From an optimization exercise on the open Yosys and OpenROAD flow, aimed at small area, a short achievable clock period and few clock cycles; shortcuts taken in it are not production practice.
Function was checked by simulation only, so behaviour that the tests miss may differ from the original.
No activity file was given, so power comes from the tool's default toggle rates.

==> flow/design.v <==
module cgfc #(
    parameter RAM_SIZE = 256,
    parameter AW       = 8           
) (
    input             clk,
    input             rst,           
    input             req,
    input             we,
    input      [16:0] addr,
    input      [1:0]  size,
    input      [31:0] wdata,
    output reg        ack,
    output reg [31:0] rdata,
    output reg        berr
);
    localparam [7:0] C_OK        = 8'h00, C_ENC_BYTE  = 8'h01, C_ENC_END  = 8'h02,
                     C_DEC_START = 8'h03, C_DEC_DATA  = 8'h04, C_DEC_CMPL = 8'h05,
                     E_ILLEGAL   = 8'h80, E_CONFIG    = 8'h81, E_BOUNDS   = 8'h82,
                     E_CRC       = 8'h83, E_MALFORMED = 8'h84, E_OVERFLOW = 8'h85,
                     E_OVF_END   = 8'h86;
    localparam [1:0] ENC_DONE = 2'd0, ENC_CODE = 2'd1, ENC_DATA = 2'd2, ENC_TERM = 2'd3;
    localparam [1:0] DEC_IDLE = 2'd0, DEC_BLOCK = 2'd1, DEC_PBLOCK = 2'd2;
    localparam [3:0] S_IDLE  = 4'd0,   
                     S_CRC   = 4'd1,   
                     S_SCAN  = 4'd2,   
                     S_BDATA = 4'd3,   
                     S_BTAIL = 4'd4,   
                     S_VDATA = 4'd5,   
                     S_VCRC0 = 4'd6,   
                     S_VCRC1 = 4'd7,   
                     S_WORD  = 4'd8;   
    reg [7:0]  mem [0:RAM_SIZE-1];
    reg [7:0]  st_code;
    reg        st_err;
    reg        st_fvalid;
    reg [2:0]  cfg_w;
    reg [7:0]  cfg_n;
    reg [31:0] arg0, arg1, arg2, arg3;
    reg [15:0] crc_acc;
    reg [1:0]  enc_st;
    reg [7:0]  enc_blk;
    reg        enc_zero;
    reg [AW:0] enc_ptr, enc_rem;
    reg [7:0]  enc_out;
    reg [1:0]  dec_st;
    reg [7:0]  dec_cnt;
    reg        dec_ovf;
    reg [AW:0] dec_base, dec_cap, dec_len;
    reg [AW:0] frm_len;
    reg [15:0] frm_crc, frm_resp, frm_wval;
    reg [31:0] frm_sval;
    reg [3:0]  state;
    reg [AW:0] ptr;         
    reg [10:0] cnt;         
    reg [15:0] acc;         
    reg [8:0]  wj;          
    reg [2:0]  wp;          
    reg [1:0]  shape;       
    reg        cflag;       
    reg [7:0]  k;           
    reg [8:0]  m;           
    reg [15:0] resp;        
    reg [7:0]  rhi;         
    reg [23:0] wbuf;        
    function [15:0] crc_step(input [15:0] a, input [7:0] b);
        integer i;
        reg [15:0] c;
        begin
            c = a ^ {b, 8'h00};
            for (i = 0; i < 8; i = i + 1)
                c = c[15] ? ({c[14:0], 1'b0} ^ 16'h1021) : {c[14:0], 1'b0};
            crc_step = c;
        end
    endfunction
    wire        ram_win  = addr[16];
    wire        reg_ok   = !ram_win && size == 2'd2 && addr[1:0] == 2'b00;
    wire        ram_ok   = ram_win && size == 2'd0;
    wire        ram_in   = ram_win && (addr[15:0] < RAM_SIZE);
    wire        is_cmd   = reg_ok && we && addr[15:0] == 16'h0000;
    wire [7:0]  op   = wdata[31:24];
    wire [7:0]  fl   = wdata[23:16];
    wire [7:0]  rsv  = wdata[15:8];
    wire [7:0]  imm  = wdata[7:0];
    wire        z_f  = fl == 8'h00;
    wire        z_f1 = fl[7:1] == 7'h00;
    wire        z_r  = rsv == 8'h00;
    wire        z_i  = imm == 8'h00;
    wire        w_ok     = cfg_w == 3'd2 || cfg_w == 3'd3 || cfg_w == 3'd4;
    wire [1:0]  cmd_shape = op[1:0];
    wire [8:0]  kd       = (cmd_shape == 2'd0) ? 9'd1 :
                           (cmd_shape == 2'd1) ? 9'd2 : ({1'b0, cfg_n} + 9'd1);
    wire        b_tail   = fl[0] || cmd_shape == 2'd2;          
    wire [10:0] data_len = kd * cfg_w;
    wire [10:0] b_len    = data_len + (b_tail ? {8'd0, cfg_w} : 11'd0);
    wire [10:0] v_len    = data_len + {8'd0, cfg_w};
    wire [33:0] b_end    = {2'b00, arg0} + {23'd0, b_len};
    wire [33:0] v_end    = {2'b00, arg0} + {23'd0, v_len};
    wire [33:0] span_end = {2'b00, arg0} + {2'b00, arg1};
    wire [33:0] word_end = {2'b00, arg0} + ({26'd0, imm} + 34'd1) * cfg_w;
    wire [33:0] word_beg = {2'b00, arg0} + {26'd0, imm} * cfg_w;
    wire        b_oob    = b_end > RAM_SIZE;
    wire        v_oob    = v_end > RAM_SIZE;
    wire        span_oob = span_end > RAM_SIZE;
    wire        word_oob = word_end > RAM_SIZE;
    reg  [AW-1:0] ra;
    always @* begin
        case (state)
            S_IDLE:  ra = ram_win ? addr[AW-1:0] : enc_ptr[AW-1:0];
            S_SCAN:  ra = enc_ptr[AW-1:0] + k;
            default: ra = ptr[AW-1:0];
        endcase
    end
    wire [7:0] rd = mem[ra];
    wire [8:0] enc_m = (enc_rem > 254) ? 9'd254 : enc_rem[8:0];
    wire [15:0] b_word = (wj == 9'd0) ? arg2[15:0] :
                         (shape == 2'd1 && wj == 9'd1) ? arg3[15:0] : 16'h0000;
    wire [7:0]  b_byte = (wp == 3'd0) ? b_word[15:8] : (wp == 3'd1) ? b_word[7:0] : 8'h00;
    wire [15:0] t_word = cflag ? acc : 16'h0000;
    wire [7:0]  t_byte = (wp == 3'd0) ? t_word[15:8] : (wp == 3'd1) ? t_word[7:0] : 8'h00;
    wire [31:0] wfull = {wbuf, rd};
    reg [31:0] reg_rd;
    always @* begin
        case (addr[15:0])
            16'h0004: reg_rd = {22'd0, st_fvalid, st_err, st_code};
            16'h0008: reg_rd = {16'd0, cfg_n, 5'd0, cfg_w};
            16'h0010: reg_rd = arg0;
            16'h0014: reg_rd = arg1;
            16'h0018: reg_rd = arg2;
            16'h001C: reg_rd = arg3;
            16'h0020: reg_rd = {16'd0, crc_acc};
            16'h0030: reg_rd = {15'd0, enc_zero, enc_blk, 6'd0, enc_st};
            16'h0034: reg_rd = {{(31-AW){1'b0}}, enc_ptr};
            16'h0038: reg_rd = {{(31-AW){1'b0}}, enc_rem};
            16'h003C: reg_rd = {24'd0, enc_out};
            16'h0040: reg_rd = {15'd0, dec_ovf, dec_cnt, 6'd0, dec_st};
            16'h0044: reg_rd = {{(31-AW){1'b0}}, dec_base};
            16'h0048: reg_rd = {{(31-AW){1'b0}}, dec_cap};
            16'h004C: reg_rd = {{(31-AW){1'b0}}, dec_len};
            16'h0050: reg_rd = {{(31-AW){1'b0}}, frm_len};
            16'h0054: reg_rd = {16'd0, frm_crc};
            16'h0058: reg_rd = {16'd0, frm_resp};
            16'h005C: reg_rd = {16'd0, frm_wval};
            16'h0060: reg_rd = frm_sval;
            default:  reg_rd = 32'd0;
        endcase
    end
    reg [7:0] code;    
    reg       fin;     
    reg          mw_en;   
    reg [AW-1:0] mw_a;
    reg [7:0]    mw_d;
    always @(posedge clk) begin
        ack   <= 1'b0;
        fin   = 1'b0;
        code  = C_OK;
        mw_en = 1'b0;
        mw_a  = {AW{1'b0}};
        mw_d  = 8'h00;
        if (rst) begin
            state     <= S_IDLE;
            rdata     <= 32'd0;
            berr      <= 1'b0;
            st_code   <= C_OK;  st_err  <= 1'b0; st_fvalid <= 1'b0;
            cfg_w     <= 3'd0;  cfg_n   <= 8'd0;
            arg0      <= 32'd0; arg1    <= 32'd0; arg2 <= 32'd0; arg3 <= 32'd0;
            crc_acc   <= 16'hFFFF;
            enc_st    <= ENC_DONE; enc_blk <= 8'd0; enc_zero <= 1'b0;
            enc_ptr   <= 0; enc_rem <= 0; enc_out <= 8'd0;
            dec_st    <= DEC_IDLE; dec_cnt <= 8'd0; dec_ovf <= 1'b0;
            dec_base  <= 0; dec_cap <= 0; dec_len <= 0;
            frm_len   <= 0; frm_crc <= 16'd0; frm_resp <= 16'd0; frm_wval <= 16'd0;
            frm_sval  <= 32'd0;
            ptr <= 0; cnt <= 11'd0; acc <= 16'd0; wj <= 9'd0; wp <= 3'd0;
            shape <= 2'd0; cflag <= 1'b0; k <= 8'd0; m <= 9'd0;
            resp <= 16'd0; rhi <= 8'd0; wbuf <= 24'd0;
        end else begin
            case (state)
            S_IDLE: if (req && !ack) begin
                rdata <= 32'd0;
                berr  <= 1'b0;
                if (!reg_ok && !ram_ok) begin
                    berr <= 1'b1;                        
                    ack  <= 1'b1;
                end else if (ram_ok) begin
                    if (ram_in) begin
                        if (we) begin mw_en = 1'b1; mw_a = addr[AW-1:0]; mw_d = wdata[7:0]; end
                        else    rdata <= {24'd0, rd};
                    end
                    ack <= 1'b1;
                end else if (!we) begin
                    rdata <= reg_rd;
                    ack   <= 1'b1;
                end else if (!is_cmd) begin
                    case (addr[15:0])
                        16'h0008: begin cfg_w <= wdata[2:0]; cfg_n <= wdata[15:8]; end
                        16'h0010: arg0 <= wdata;
                        16'h0014: arg1 <= wdata;
                        16'h0018: arg2 <= wdata;
                        16'h001C: arg3 <= wdata;
                        16'h0020: crc_acc <= wdata[15:0];
                        default: ;
                    endcase
                    ack <= 1'b1;
                end else begin
                    fin = 1'b1;
                    case (op)
                    8'h00: if (!(z_f && z_r && z_i)) code = E_ILLEGAL;
                    8'h01: if (z_f && z_r && z_i) begin                 
                        st_err <= 1'b0; st_fvalid <= 1'b0;
                        cfg_w <= 3'd0; cfg_n <= 8'd0;
                        arg0 <= 32'd0; arg1 <= 32'd0; arg2 <= 32'd0; arg3 <= 32'd0;
                        crc_acc <= 16'hFFFF;
                        enc_st <= ENC_DONE; enc_blk <= 8'd0; enc_zero <= 1'b0;
                        enc_ptr <= 0; enc_rem <= 0; enc_out <= 8'd0;
                        dec_st <= DEC_IDLE; dec_cnt <= 8'd0; dec_ovf <= 1'b0;
                        dec_base <= 0; dec_cap <= 0; dec_len <= 0;
                        frm_len <= 0; frm_crc <= 16'd0; frm_resp <= 16'd0;
                        frm_wval <= 16'd0; frm_sval <= 32'd0;
                    end else code = E_ILLEGAL;
                    8'h02: if (z_f && z_r && z_i) st_err <= 1'b0;    
                           else code = E_ILLEGAL;
                    8'h10: if (z_f && z_r && z_i) crc_acc <= 16'hFFFF;
                           else code = E_ILLEGAL;
                    8'h11: if (z_f && z_r) crc_acc <= crc_step(crc_acc, imm);
                           else code = E_ILLEGAL;
                    8'h12: if (z_f1 && z_r && z_i) begin                 
                        if (span_oob) code = E_BOUNDS;
                        else begin
                            fin   = 1'b0;
                            acc   <= fl[0] ? 16'hFFFF : crc_acc;
                            ptr   <= arg0[AW:0];
                            cnt   <= {2'b00, arg1[AW:0]};
                            state <= S_CRC;
                        end
                    end else code = E_ILLEGAL;
                    8'h20: if (z_f && z_r && z_i) begin                  
                        if (span_oob) code = E_BOUNDS;
                        else begin
                            enc_ptr <= arg0[AW:0]; enc_rem <= arg1[AW:0];
                            enc_st <= ENC_CODE; enc_blk <= 8'd0; enc_zero <= 1'b0;
                        end
                    end else code = E_ILLEGAL;
                    8'h21: if (z_f && z_r && z_i) begin                  
                        case (enc_st)
                        ENC_DONE: code = C_ENC_END;
                        ENC_TERM: begin
                            code = C_ENC_BYTE; enc_out <= 8'h00; enc_st <= ENC_DONE;
                        end
                        ENC_CODE: begin
                            fin   = 1'b0;
                            k     <= 8'd0;
                            m     <= enc_m;
                            state <= S_SCAN;
                        end
                        default: begin                                  
                            code = C_ENC_BYTE;
                            enc_out <= rd;
                            enc_blk <= enc_blk - 8'd1;
                            if (enc_blk == 8'd1) begin                  
                                enc_blk <= 8'd0;
                                if (enc_zero) begin
                                    enc_ptr <= enc_ptr + 9'd2; enc_rem <= enc_rem - 9'd2;
                                    enc_zero <= 1'b0; enc_st <= ENC_CODE;
                                end else begin
                                    enc_ptr <= enc_ptr + 1'b1; enc_rem <= enc_rem - 1'b1;
                                    enc_st <= (enc_rem == 1) ? ENC_TERM : ENC_CODE;
                                end
                            end else begin
                                enc_ptr <= enc_ptr + 1'b1; enc_rem <= enc_rem - 1'b1;
                            end
                        end
                        endcase
                    end else code = E_ILLEGAL;
                    8'h30: if (z_f && z_r && z_i) begin                  
                        if (span_oob) code = E_BOUNDS;
                        else begin
                            dec_base <= arg0[AW:0]; dec_cap <= arg1[AW:0];
                            dec_st <= DEC_IDLE; dec_cnt <= 8'd0; dec_ovf <= 1'b0;
                            dec_len <= 0;
                        end
                    end else code = E_ILLEGAL;
                    8'h31: if (z_f && z_r) begin                         
                        if (dec_st == DEC_IDLE) begin
                            if (imm != 8'h00) begin                     
                                dec_len <= 0; dec_ovf <= 1'b0;
                                dec_st  <= (imm == 8'hFF) ? DEC_PBLOCK : DEC_BLOCK;
                                dec_cnt <= (imm == 8'hFF) ? 8'd254 : imm - 8'd1;
                                code = C_DEC_START;
                            end
                        end else if (dec_cnt == 8'd0) begin
                            if (imm == 8'h00) begin                     
                                dec_st <= DEC_IDLE; dec_cnt <= 8'd0;
                                if (dec_ovf) begin
                                    code = E_OVF_END; dec_len <= 0; dec_ovf <= 1'b0;
                                end else code = C_DEC_CMPL;
                            end else begin                              
                                dec_st  <= (imm == 8'hFF) ? DEC_PBLOCK : DEC_BLOCK;
                                dec_cnt <= (imm == 8'hFF) ? 8'd254 : imm - 8'd1;
                                if (dec_st == DEC_BLOCK) begin          
                                    if (!dec_ovf && dec_len < dec_cap) begin
                                        mw_en = 1'b1; mw_a = dec_base[AW-1:0] + dec_len[AW-1:0]; mw_d = 8'h00;
                                        dec_len <= dec_len + 1'b1;
                                        code = C_DEC_DATA;
                                    end else begin
                                        dec_ovf <= 1'b1; code = E_OVERFLOW;
                                    end
                                end
                            end
                        end else begin
                            if (imm == 8'h00) begin                     
                                dec_st <= DEC_IDLE; dec_cnt <= 8'd0;
                                dec_len <= 0; dec_ovf <= 1'b0;
                                code = E_MALFORMED;
                            end else begin                              
                                dec_cnt <= dec_cnt - 8'd1;
                                if (!dec_ovf && dec_len < dec_cap) begin
                                    mw_en = 1'b1; mw_a = dec_base[AW-1:0] + dec_len[AW-1:0]; mw_d = imm;
                                    dec_len <= dec_len + 1'b1;
                                    code = C_DEC_DATA;
                                end else begin
                                    dec_ovf <= 1'b1; code = E_OVERFLOW;
                                end
                            end
                        end
                    end else code = E_ILLEGAL;
                    8'h40, 8'h41, 8'h42: if (z_f1 && z_r && z_i) begin   
                        if (!w_ok) code = E_CONFIG;
                        else if (b_oob) code = E_BOUNDS;
                        else begin
                            fin   = 1'b0;
                            shape <= cmd_shape;
                            cflag <= fl[0];
                            acc   <= 16'hFFFF;
                            ptr   <= arg0[AW:0];
                            cnt   <= data_len;
                            wj    <= 9'd0;
                            wp    <= 3'd0;
                            state <= S_BDATA;
                        end
                    end else code = E_ILLEGAL;
                    8'h48, 8'h49, 8'h4A: if (z_f && z_r && z_i) begin    
                        if (!w_ok || v_oob) begin
                            code = w_ok ? E_BOUNDS : E_CONFIG;
                            st_fvalid <= 1'b0; frm_resp <= 16'd0;
                        end else begin
                            fin   = 1'b0;
                            acc   <= 16'hFFFF;
                            ptr   <= arg0[AW:0];
                            cnt   <= data_len;
                            wj    <= 9'd0;
                            wp    <= 3'd0;
                            state <= S_VDATA;
                        end
                    end else code = E_ILLEGAL;
                    8'h50: if (z_f && z_r) begin                         
                        if (!w_ok) code = E_CONFIG;
                        else if (word_oob) code = E_BOUNDS;
                        else begin
                            fin   = 1'b0;
                            ptr   <= word_beg[AW:0];
                            cnt   <= {8'd0, cfg_w};
                            wbuf  <= 24'd0;
                            state <= S_WORD;
                        end
                    end else code = E_ILLEGAL;
                    default: code = E_ILLEGAL;
                    endcase
                end
            end
            S_CRC: begin
                if (cnt == 11'd0) begin
                    crc_acc <= acc;
                    fin = 1'b1;
                end else begin
                    acc <= crc_step(acc, rd);
                    ptr <= ptr + 1'b1;
                    cnt <= cnt - 11'd1;
                end
            end
            S_SCAN: begin
                if ({1'b0, k} == m || rd == 8'h00) begin
                    fin  = 1'b1;
                    code = C_ENC_BYTE;
                    enc_out  <= k + 8'd1;
                    enc_blk  <= k;
                    enc_zero <= ({1'b0, k} != m);
                    if (k == 8'd0) begin                                
                        enc_blk <= 8'd0;
                        if ({1'b0, k} != m) begin
                            enc_ptr <= enc_ptr + 1'b1; enc_rem <= enc_rem - 1'b1;
                            enc_zero <= 1'b0; enc_st <= ENC_CODE;
                        end else begin
                            enc_st <= (enc_rem == 0) ? ENC_TERM : ENC_CODE;
                        end
                    end else begin
                        enc_st <= ENC_DATA;
                    end
                end else begin
                    k <= k + 8'd1;
                end
            end
            S_BDATA: begin
                if (cnt == 11'd0) begin
                    frm_crc <= acc;
                    wp      <= 3'd0;
                    if (shape == 2'd2 || cflag) begin
                        cnt   <= {8'd0, cfg_w};
                        state <= S_BTAIL;
                    end else begin
                        frm_len <= b_len[AW:0];
                        fin = 1'b1;
                    end
                end else begin
                    mw_en = 1'b1; mw_a = ptr[AW-1:0]; mw_d = b_byte;
                    acc <= crc_step(acc, b_byte);
                    ptr <= ptr + 1'b1;
                    cnt <= cnt - 11'd1;
                    if (wp == cfg_w - 3'd1) begin
                        wp <= 3'd0; wj <= wj + 9'd1;
                    end else wp <= wp + 3'd1;
                end
            end
            S_BTAIL: begin
                if (cnt == 11'd0) begin
                    frm_len <= b_len[AW:0];
                    fin = 1'b1;
                end else begin
                    mw_en = 1'b1; mw_a = ptr[AW-1:0]; mw_d = t_byte;
                    ptr <= ptr + 1'b1;
                    cnt <= cnt - 11'd1;
                    wp  <= wp + 3'd1;
                end
            end
            S_VDATA: begin
                if (cnt == 11'd0) begin
                    state <= S_VCRC0;
                end else begin
                    acc <= crc_step(acc, rd);
                    if (wj == 9'd0 && wp == 3'd0) resp[15:8] <= rd;
                    if (wj == 9'd0 && wp == 3'd1) resp[7:0]  <= rd;
                    ptr <= ptr + 1'b1;
                    cnt <= cnt - 11'd1;
                    if (wp == cfg_w - 3'd1) begin
                        wp <= 3'd0; wj <= wj + 9'd1;
                    end else wp <= wp + 3'd1;
                end
            end
            S_VCRC0: begin
                rhi   <= rd;
                ptr   <= ptr + 1'b1;
                state <= S_VCRC1;
            end
            S_VCRC1: begin
                fin = 1'b1;
                frm_crc <= acc;
                frm_len <= v_len[AW:0];
                if ({rhi, rd} == acc) begin
                    frm_resp  <= resp;
                    st_fvalid <= 1'b1;
                end else begin
                    frm_resp  <= 16'd0;
                    st_fvalid <= 1'b0;
                    code = E_CRC;
                end
            end
            S_WORD: begin
                wbuf <= wfull[23:0];
                ptr  <= ptr + 1'b1;
                cnt  <= cnt - 11'd1;
                if (cnt == 11'd1) begin
                    fin = 1'b1;
                    case (cfg_w)
                        3'd2: begin
                            frm_wval <= wfull[15:0];
                            frm_sval <= {{16{wfull[15]}}, wfull[15:0]};
                        end
                        3'd3: begin
                            frm_wval <= wfull[23:8];
                            frm_sval <= {{8{wfull[23]}}, wfull[23:0]};
                        end
                        default: begin
                            frm_wval <= wfull[31:16];
                            frm_sval <= wfull;
                        end
                    endcase
                end
            end
            default: state <= S_IDLE;
            endcase
            if (mw_en) mem[mw_a] <= mw_d;
            if (fin) begin
                st_code <= code;
                if (code[7]) st_err <= 1'b1;
                ack   <= 1'b1;
                state <= S_IDLE;
            end
        end
    end
endmodule
==> flow/run.sh <==
#!/bin/bash
# synth_recipe.tcl (not shown) runs the flow's synth.tcl, then flattens the netlist and writes it again
# the make line also repeats each setting of config.mk as NAME=value (left out here)
make -C /OpenROAD-flow-scripts/flow DESIGN_CONFIG=/design/flow/config.mk WORK_HOME=/design/flow/orfs CLKGATE_MAP_FILE= SYNTH_SCRIPT=/design/flow/synth_recipe.tcl finish
==> flow/config.mk <==
export PLATFORM = sky130hd
export DESIGN_NAME = cgfc
export DESIGN_NICKNAME = cgfc
export VERILOG_FILES = /design/flow/design.v
export SDC_FILE = /design/flow/constraint.sdc
export NUM_CORES = 4
export LEC_CHECK = 0
export CAP_MARGIN = 20
export CELL_PAD_IN_SITES_DETAIL_PLACEMENT = 2
export CELL_PAD_IN_SITES_GLOBAL_PLACEMENT = 2
export CORE_MARGIN = 2
export CORE_UTILIZATION = 30
export PLACE_DENSITY = 0.5
export SLEW_MARGIN = 20
==> flow/constraint.sdc <==
create_clock -name core_clock -period 10.0 [get_ports {clk}]
set_input_delay 2.0000 -clock core_clock [delete_from_list [all_inputs] [get_ports {clk}]]
set_output_delay 2.0000 -clock core_clock [all_outputs]
set_load 0.01 [all_outputs]
==> impl_metrics.py <==
metrics = {
    "logic_synthesis": {
        "ys_types": 106,
        "synth_most_common_cell": "edfxtp_1",
        "synth_area_leaders": "edfxtp_1, dfxtp_1, nand2_1",
        "synth.top_cells.by_count": "edfxtp_1, nand2_1, nor2_1",
        "synth_area_um2": 118000,
        "avgSynthCellArea_um2": 11.1,
        "synth_top_area_share_pct": 52.3,
        "synth_seq_cells": 2525,
        "synthFlopType": "edfxtp_1",
        "ys_async_sr_fraction_pct": 0,
        "synth_top_cell_by_area": "edfxtp_1",
        "syn_nets": 10800,
        "synth_edf_count": 2048,
        "yosysWarnings": 1,
        "synthCells": 10600,
        "ys_seq_area_share_pct": 60.4,
    },
    "sta": {
        "setup_slack_ns": 0.470,
        "fin_crit_sh_pct": 95.3,
        "finClkSkew_ns": 0.0661,
        "setup_violations": 0,
        "fmax_mhz": 105,
        "finalCriticalPeriod_ns": 9.53,
        "max_slew_margin_pct": 17.7,
        "worst_slew_pin_slew_ns": 1.23,
        "finalHoldViolCount": 0,
        "slew_violations": 0,
        "rsz0062_at_grt": "false",
    },
    "hold_path": {
        "hold_class": "flop to flop",
    },
    "cts": {
        "hold_buffers": 0,
        "clk_latency_ns": 0.96,
        "cts_setup_buffers": 0,
        "clk_pin_slew_worst_paths_ns": 0.06,
        "cts_root_buffer": "clkbuf_16",
        "htree_levels": 5,
        "cts_buffers": 316,
        "numClockSinks": 2525,
        "cts_resized": 0,
        "clock_path_buffers": 4,
        "cts_tree": "yes",
    },
    "floorplanning": {
        "die_w_um": 630,
        "ios": 89,
        "core_area_um2": 390000,
        "dieArea_um2": 397000,
        "start_util_pct": 30.2,
        "die_h_um": 630,
        "num_rows": 229,
    },
    "drt": {
        "drt_iter0_drc": 8817,
        "avgViaCountPerCell": 5.83,
        "drtAntennaViolNets": 0,
        "drc": 0,
        "vias": 96800,
        "drtPass1Iterations": 8,
        "wl_um": 621000,
        "wire_per_inst_um": 37.4,
    },
    "placed_design": {
        "io_buffer_count": 88,
        "place.gp.congestion": 0.923,
        "post-place-cells": 16000,
        "dpl.hpwl_um": 430000,
        "pre_cts_ws_ns": -0.457,
    },
    "setup_path": {
        "critPathBufInv": 7,
        "arrival_ns": 10.34,
        "critPathKind": "primary input to flop",
        "endpoint_kind": "flop",
        "ff2ff_setup_slack_ns": 1.78,
        "crit_path_start_kind": "primary input",
        "crit_top_cell": "buf_4",
        "cp_slowest_cell": "fa_1",
        "critPathTopFamily": "compound AO/OA/AOI/OAI gates",
        "cp_slowest_stage_delay_ns": 0.51,
        "required_ns": 10.81,
        "worstPathMaxFanout": 12,
    },
    "grt": {
        "grt_overflow_total": 0,
        "track_usage_pct": 30.5,
        "grt_pass1_wl_um": 857000,
        "grt_pass1_vias": 100000,
        "grt_start_max_net_pins": 177,
        "antenna_found_initial": 47,
    },
    "power": {
        "peakVddDrop_uv": 132,
        "power_switching_w": 0.00590,
        "power_density_nw_per_um2": 170,
        "p_int_w": 0.0179,
        "p_clk_share_pct": 46.9,
        "leakage_nw": 52.5,
        "p_seq_share_pct": 47.1,
        "switching_share_pct": 24.8,
        "p_comb_share_pct": 6.1,
    },
    "finish": {
        "final_cell_count_no_fill": 16600,
        "multiInputGateArea_um2": 43100,
        "fin_nets": 11400,
        "nFillCells": 40800,
        "regArea_um2": 71000,
        "finish.utilization_pct": 36.1,
        "area_growth_syn_to_layout_pct": 19.5,
        "drive_above_1_share_pct": 14.4,
    },
    "outcome": {
        "outcome": "finished clean",
    },
    "run": {
        "cap_violations": 0,
    },
}
stage by stage:
step / cell area, um^2 / hold slack [ns] / power, W / setup TNS [ns]
2_1_floorplan: 118000 / 0.427 / 0.0120 / 0
3_5_place_dp: 131000 / 0.443 / 0.0129 / -16.80
6_report: 140000 / 0.457 / 0.0238 / 0
3_3_place_gp: 131000 / 0.434 / 0.0129 / -10.76
4_1_cts: 140000 / 0.455 / 0.0241 / 0
5_1_grt: 140000 / 0.469 / 0.0244 / 0
state kept, by name, indices dropped and copies added (netlist names), 11 cells and up:
name      count
frm_sval     32
rdata        32
arg2         32
wbuf         24
cnt          11
frm_wval     15
arg1         32
mem        2048
frm_resp     16
frm_crc      16
arg3         32
crc_acc      16
resp         16
arg0         32
acc          16
logic make-up (layout without fill, tap and decap cells):
kind of cell	count (synthesis)	in the layout	synth area share [%]
other	0	20	0
muxes	191	191	2.06
DFF	2525	2525	60.4
AOI/OAI and AO/OA	2699	2699	15.8
buffers and inverters	973	1796	3.41
adders and majority gates	189	189	2.29
and+or+nand+nor	3745	3745	14.3
xor gates and xnor gates	228	228	1.71
power groups by stage:
stage,sequential (W),clock [W],combinational (W)
2_1_floorplan,0.0114,0,0.000556
3_3_place_gp,0.0114,0,0.00142
3_5_place_dp,0.0114,0,0.00143
4_1_cts,0.0112,0.0114,0.00143
5_1_grt,0.0112,0.0118,0.00147
6_report,0.0112,0.0112,0.00144
metal layers:
layer,up-vias,global-route usage (%),part of all wire [%]
met5,-,0,0.0087
met4,8,12.8,4.8
met3,879,3.16,4.5
met2,2811,50.9,48
met1,52000,40.4,43
li1,41000,-,-
worst register-to-register path: cells and delay by family, from the launching register on:
kind	cells	cell delay (ns)
buffers and inverters	5	0.79
adder cells (fa/ha/maj)	5	1.83
AND/OR/NAND/NOR	9	1.78
AO/OA/AOI/OAI	13	2.76
flip-flops	1	0.41
XOR/XNOR	3	0.54
layout make-up:
cell class                      instances  share of cell area [%]
Sequential cell                      2525                    50.6
Multi-Input combinational cell       7052                    30.7
Timing Repair Buffer                 1084                    6.74
Clock buffer                          425                    6.15
Tap cell                             5197                    4.63
Clock inverter                        140                   0.797
Inverter                              147                   0.393
Antenna cell                           20                  0.0356
final timing paths:
check	startpoint	endpoint	depth (start not counted)
worst max register to register	cfg_n[1]	ptr[5]	35
worst max-delay path	wdata[25]	ptr[5]	36
worst min-delay path	frm_sval[5]	frm_sval[5]	2
worst min register to register	frm_sval[5]	frm_sval[5]	2
layout by cell type, fill, tap and decap left out, types with 29 or more instances in the layout:
cell	count
fa_1	43
clkbuf_16	321
xor2_1	99
clkdlybuf4s50_1	87
o211ai_1	70
nor4_1	56
and3_1	427
a22o_1	56
a311oi_1	86
a22oi_1	191
clkbuf_1	83
a221oi_1	84
a32oi_1	29
clkinv_2	40
mux4_2	39
nand3_1	312
a222oi_1	34
a211oi_1	416
nand2_1	1610
clkinv_1	64
o21ai_0	343
a31oi_1	256
mux2i_1	131
a21oi_1	590
and2_1	43
inv_1	145
o22ai_1	63
buf_12	88
edfxtp_1	2048
nor2b_1	29
a21o_1	51
dfxtp_1	477
ha_1	146
buf_4	906
nand4_1	79
o31ai_1	40
a211o_1	41
xnor2_1	128
nor2_1	813
nor3_1	162
Testbench counts, summed over its fixed seeds: cycles 84,457.

port drivers added, routing unchanged:
How much do the figures lean on ideal ports? The routed layout below was timed once more, with nothing changed but the port constraints.
Step 1, drivers: a clkbuf_16 drives clk and a buf_2 each remaining input, both assumed.
Step 2 also shifts input and output timing later by t, the mid clock arrival at the registers, as if the neighbouring blocks saw the same clock.
Three values: ideal ports, drivers, drivers and shift; two values: the first two.
t (ns): 1.041
slack for setup (ns): 0.470 / 0.543 / -0.498
worst setup path after step 2: input to register
latest minus earliest clock arrival (ns): 0.066 / 0.066
With both steps, setup timing fails in this run, where it was met with ideal ports. The setup slack of this run moves by +0.073 ns with the drivers and by -0.968 ns with both steps.
